Source: an optimization exercise on an open RTL-to-GDS flow (aim: small area, a short achievable clock period and few clock cycles per item). Production flows keep margins and buffers that such runs may drop.
At most, simulation tests tie the RTL to the original design; equivalence was not proved.
Only the layout flow was run in run 2; the RTL was not checked for function there.

==> flow/design.v (outline; a module is shown in full before it is edited, if it fits) <==
// module nco_waveform: 2226 lines
// module fa_cell: 4 lines
// module ha_cell: 4 lines
module nco_waveform (
    input  wire        clk,
    input  wire        rst,         
    input  wire        in_valid,
    output wire        in_ready,
    input  wire [31:0] p_in,
    input  wire [31:0] gain_in,
    input  wire [2:0]  wave_in,
    input  wire [31:0] rng_in,
    output reg         out_valid,
    output reg  [31:0] y_out,
    output reg  [31:0] rng_out
);
  // ...
==> flow/run.sh <==
#!/bin/bash
# synth_recipe.tcl (not shown) runs the flow's synth.tcl, then flattens the netlist and writes it again
# the make line also repeats each setting of config.mk as NAME=value (left out here)
make -C /OpenROAD-flow-scripts/flow DESIGN_CONFIG=/design/flow/config.mk WORK_HOME=/design/flow/orfs CLKGATE_MAP_FILE= SYNTH_SCRIPT=/design/flow/synth_recipe.tcl finish
==> flow/config.mk <==
export PLATFORM = sky130hd
export DESIGN_NAME = nco_waveform
export DESIGN_NICKNAME = nco_waveform
export VERILOG_FILES = /design/flow/design.v
export SDC_FILE = /design/flow/constraint.sdc
export NUM_CORES = 4
export LEC_CHECK = 0
export CAP_MARGIN = 50
export CORE_MARGIN = 2
export CORE_UTILIZATION = 30
export SLEW_MARGIN = 70
export SYNTH_HIERARCHICAL = 1
==> flow/constraint.sdc <==
create_clock -name core_clock -period 22.0 [get_ports {clk}]
set_input_delay 4.4000 -clock core_clock [delete_from_list [all_inputs] [get_ports {clk}]]
set_output_delay 4.4000 -clock core_clock [all_outputs]
set_load 0.01 [all_outputs]
==> summary.md, run 1 <==
| Metric | Value |
|---|---|
| Most frequent cells in the layout | `fa_1 (657), dfxtp_1 (620), and2_1 (547)` |
| Area contributors post-synth | `dfxtp_1 (28%), fa_1 (27%), and2_1 (7.0%)` |
| Area-dominant class | `multi-input gates` |
| Sequential element share of the synthesized area | `0.280` |
| CTS tree | `built` |
| Status | `timing/DRC/antenna clean` |
| Filler cells | `16150` |
| Worst skew pair latency | `0.68 ns` |
| Die Height | `408 µm` |
| Core ar. | `0.162 mm²` |
| Signal buffers | `284` |
| Hold_buf cts | `0` |
| Register area | `0.0138 mm²` |
| WL met2 | `68200 µm` |
| Post-synth top area cell | `dfxtp_1` |
| FFs & Latches | `684` |
| Area of the multi-input gates | `0.0346 mm²` |
| Setup slack after layout | `16.00 ns` |
| Area growth, synth to finish | `16.4%` |
| First-pass GRT wire length | `223000 µm` |
| Synth Area in Simple Gates | `0.167` |
| Most common cell after layout, fill and taps aside | `fa_1` |
| Fmax | `167 MHz` |
| Flop2flop setup slack | `16.26 ns` |
| CP Buf/Inv Count | `1` |
Testbench counts, summed over its fixed seeds: cycles 3,256, items 3,200.
==> inputs of run 2 (changes only) <==
--- a/flow/design.v
+++ b/flow/design.v
@@ -2178,37 +2178,35 @@
         inf4  <= c_ginf && !z3;
         zero4 <= (c_gz || z3) && !c_gnan && !c_ginf;
         nanp4 <= nanp3;
         r4    <= r3;
     end
     wire [25:0] d_p  = pa4 + pb4 + {25'd0, ci4};       
     wire        d_h  = d_p[25];
     wire [24:0] d_w  = d_h ? d_p[25:1] : d_p[24:0];    
-    wire        d_s0 = d_h ? (d_p[0] | st4) : st4;
     wire [7:0]  d_ef = d_h ? ef4 : (ef4 - 8'd1);
     wire [4:0]  d_sh = d_h ? sh14 : sh04;
     wire [24:0] d_ws = d_w >> d_sh;
-    reg  [24:0] d_m1, d_m0;
+    reg  [4:0]  d_tz;                     
     always @(*) begin
-        for (i = 0; i < 25; i = i + 1) begin
-            d_m1[i] = (i < sh14);
-            d_m0[i] = (i < sh04);
-        end
+        d_tz = 5'd26;
+        for (i = 25; i >= 0; i = i - 1)
+            if (d_p[i]) d_tz = i[4:0];
     end
-    wire        d_so = d_h ? |(d_p[25:1] & d_m1) : |(d_p[24:0] & d_m0);
+    wire        d_so = d_h ? (d_tz <= sh14) : (d_tz < sh04);
     reg [23:0] m5;
     reg        rg5, rs5;
     reg [7:0]  ef5;
     reg        sy5, nanq5, inf5, zero5, nanp5;
     reg [31:0] r5;
     always @(posedge clk) begin
         m5    <= d_ws[24:1];
         rg5   <= d_ws[0];
-        rs5   <= d_s0 | d_so;
+        rs5   <= st4 | d_so;
         ef5   <= d_ws[24] ? d_ef : 8'd0;
         sy5   <= sy4;
         nanq5 <= nanq4;
         inf5  <= inf4;
         zero5 <= zero4;
         nanp5 <= nanp4;
         r5    <= r4;
     end
==> flow/config.mk (replaced) <==
export PLATFORM = sky130hd
export DESIGN_NAME = nco_waveform
export DESIGN_NICKNAME = nco_waveform
export VERILOG_FILES = /design/flow/design.v
export SDC_FILE = /design/flow/constraint.sdc
export NUM_CORES = 4
export LEC_CHECK = 0
export CAP_MARGIN = 50
export CORE_MARGIN = 2
export CORE_UTILIZATION = 50
export CTS_CLUSTER_DIAMETER = 100
export CTS_CLUSTER_SIZE = 30
export SLEW_MARGIN = 70
export SYNTH_HIERARCHICAL = 1
==> run 2 against run 1 <==
  * Die area down 40%
  * Via count shrank 4.6%
  * Critical path type unchanged
  * Critical endpoint is now rng_out[31]
  * Largest cell class unchanged
==> summary.md, run 2 <==
| Metric | Value |
|---|---|
| Vias | `34525` |
| Ys flop type | `dfxtp_1` |
| Post-Syn Area | `0.0484 mm²` |
| DRT Wirelength | `132000 µm` |
| Longest Clk Path Bufs | `3` |
| Status | `timing/DRC/antenna clean` |
| Post-synthesis cell count | `4647` |
| Row cnt | `114` |
| Area growth, synth to finish | `10.6%` |
| HPWL after DPL | `96300 µm` |
| Vias in the first global route | `35406` |
| Postcts setup bufs | `0` |
| CP delay by family, top | `buffers and inverters` |
| Die ar. | `0.0993 mm²` |
| Crit Reg-Reg Endpoint | `a1[25]$_SDFF_PN0_` |
| Final Skew | `0.0731 ns` |
| CP Buf/Inv Count | `1 (unchanged)` |
| IO buf count | `165` |
| Distinct cells, synth | `93` |
| Most frequent cells after synthesis | `dfxtp_1 (684), fa_1 (657), and2_1 (564)` |
| Post-route minimum period | `6.02 ns` |
| Remaining DRCs | `0` |
| Layout cell share with drive strength beyond 1 | `0.0858` |
| Post-DRT Antenna Nets | `0` |
| Die Height | `315 µm (-23%)` |
| Synth Warn # | `7` |
| Setup CP Type | `reg -> out` |
| Routed len/inst | `22.0 µm` |
| Hold Crit Class | `reg -> reg` |
| Total CTS buffers | `30` |
| Area contributors post-synth | `dfxtp_1 (28%), fa_1 (27%), and2_1 (7.3%)` |
| Slowest stage cell, crit path | `clkdlybuf4s50_1` |
| H-tree levels | `1` |
| Flop2flop setup slack | `16.02 ns (-0.24 ns)` |
| Worst Tran Pin Value | `0.495 ns` |
| Fmax | `166 MHz (-0.36%)` |
| Largest net degree at the start of global routing | `47` |
| Worst skew pair latency | `0.69 ns (about the same)` |
| RR Startpoint | `p0[21]$_DFF_P_` |
| First-pass GRT wire length | `206000 µm (-7.6%)` |
| Mean post-synth cell area | `10.4 µm²` |
| Nets@finish | `5681` |
| Post-synth top area cell | `dfxtp_1` |
| Final slew viol count | `0` |
| Root Buffer | `clkbuf_16` |
| 1st-iter DRT viols | `2537` |
| Worst Setup EP | `rng_out[31]` |
| Setup violators final | `0` |
| Number of cells on the critical path | `1` |
| Most common cell after layout, fill and taps aside | `fa_1` |
| Clk pin slew, worst setup/hold paths | `0.11 ns` |
| Slowest stage delay, CP | `0.55 ns` |
| Starting Density | `0.503` |
| Antenna violations before repair | `1` |
| Gr usage total | `0.269` |
| CP cell instances | `clkdlybuf4s50_1` |
| Post_cts resized | `0` |
| Die Width | `315 µm` |
| Arrival @ worst endpoint | `1.62 ns` |
| Final hold violations | `0` |
| Vias/cell | `5.76` |
| CTS tree | `built` |
| Worst hold slack | `0.288 ns` |
| Count leader, synth | `dfxtp_1` |
| CTS sink cnt | `684` |
| RSZ-0062 raised after global routing | `false` |
| Grt ovf | `0` |
| Sequential element share of the synthesized area | `0.283 (+0.00347)` |
| Max Cap Violations | `0` |
| Relative slew slack | `0.667` |
| RePlAce Congestion | `0.905` |
| Critical Path RT | `17.60 ns` |
| Post-synth EDFFs | `0` |
| Most frequent cells in the layout | `fa_1 (656), dfxtp_1 (632), and2_1 (564)` |
| Area share of the largest cell type after synthesis | `0.283` |
| Hold Path Cell Cnt | `0` |
| Setup_tns | `0 ns` |
| FF-to-FF path depth | `15` |
| Crit share post-route | `0.274` |
| Asr flop ratio synth | `0` |
| Number of detailed-route iterations in the first pass | `5` |
| CP Max Fanout | `1` |
| # IOs | `168` |
| Worst Setup SP | `rng_out[31]$_DFF_P_` |
| Flops & latches, synth | `684` |
| Core ar. | `0.0963 mm² (-41%)` |
| Syn Nets | `5622` |
| CP endpoint kind | `output port` |
| Hold_buf cts | `0 (unchanged)` |
| Setup crit start kind | `flop` |
==> run 2: worst min-delay path by stage <==
stage | start | end | slack, ns
3_3_place_gp | r3[23]$_DFF_P_ | r4[23]$_DFF_P_ | 0.31
5_1_grt | s_evb1[6]$_DFF_P_ | evb2[6]$_DFF_P_ | 0.28
6_report | s_evb1[6]$_DFF_P_ | evb2[6]$_DFF_P_ | 0.29
4_1_cts | s_evb1[6]$_DFF_P_ | evb2[6]$_DFF_P_ | 0.27
2_1_floorplan | s_evb1[0]$_DFF_P_ | evb2[0]$_DFF_P_ | 0.31
3_5_place_dp | g2[7]$_DFF_P_ | g3[7]$_DFF_P_ | 0.31
==> run 2: per-module statistics from Yosys (local to each module, per instance) <==
module / times used / cell area [µm²] / flops+latches / cells inside
fa_cell: 647 / 20.0 / 0 / 1
ha_cell: 55 / 12.5 / 0 / 1
nco_waveform: 1 / 34700 / 684 / 3945
==> run 2: layout make-up <==
type / count / area, µm²
multi-input cells: 3571 / 34000
well taps: 1276 / 1600
diodes: 1 / 2.50
repair buffers: 266 / 2590
fillers: 8540 / 42800
flip-flops and latches: 684 / 13800
clock buffers: 32 / 758
clock inverters: 13 / 203
inverters: 153 / 581
==> run 2: logic make-up (layout without fill, tap and decap cells) <==
logic type	count (synthesis)	after routing	share of synthesized area
DFF	684	684	0.283
other	1	2	0.0000775
AOI/OAI and AO/OA	773	773	0.103
adders and majority gates	873	873	0.328
and+or+nand+nor	1524	1524	0.167
muxes	175	175	0.0438
xor gates and xnor gates	225	225	0.0452
buffers and inverters	392	464	0.0310
==> run 2: stage by stage <==
stage	utilization	setup slack (ns)	instances	instance area, µm²
global route	0.556	15.72	5995	53500
detailed placement	0.543	15.95	5948	52300
global placement	0.533	15.49	5929	51400
finish	0.556	15.98	5996	53500
CTS	0.553	15.87	5993	53200
floorplan	-	16.58	4647	48400
==> run 2: per-layer routing <==
layer  routed length (µm)  part of all wire  GRT usage  up-vias
li1                     -                 -          -    15838
met1                54700              0.41      0.352    17234
met2                64400              0.49      0.456     1188
met3                 7920             0.060     0.0360      265
met4                 5010             0.038     0.0955        0
met5                    0                 0          0        -

afterwards: timing with drivers on the ports:
In the flow no input, the clock included, has a driving cell. The finished layouts below were timed again as built, in two steps.
Step 1, drivers: a clkbuf_16 drives clk and a buf_2 each remaining input, both assumed.
Step 2 also shifts input and output timing later by t, the mid clock arrival at the registers, as if the neighbouring blocks saw the same clock.
a / b / c = ideal ports / drivers / drivers and shift; a / b = the first two.
| run | shift t [ns] | setup slack, ns | hold WS [ns] | latest minus earliest clock arrival (ns) | pins driven straight from the clock port |
|---|---|---|---|---|---|
| run 1 | 0.722 | 15.998 / 15.930 / 16.263 | 0.290 / 0.290 / 0.290 | 0.060 / 0.060 | 1 |
| run 2 | 0.726 | 15.976 / 15.906 / 16.019 | 0.288 / 0.288 / 0.288 | 0.078 / 0.078 | 1 |
After both steps setup and hold are still met in every run listed.
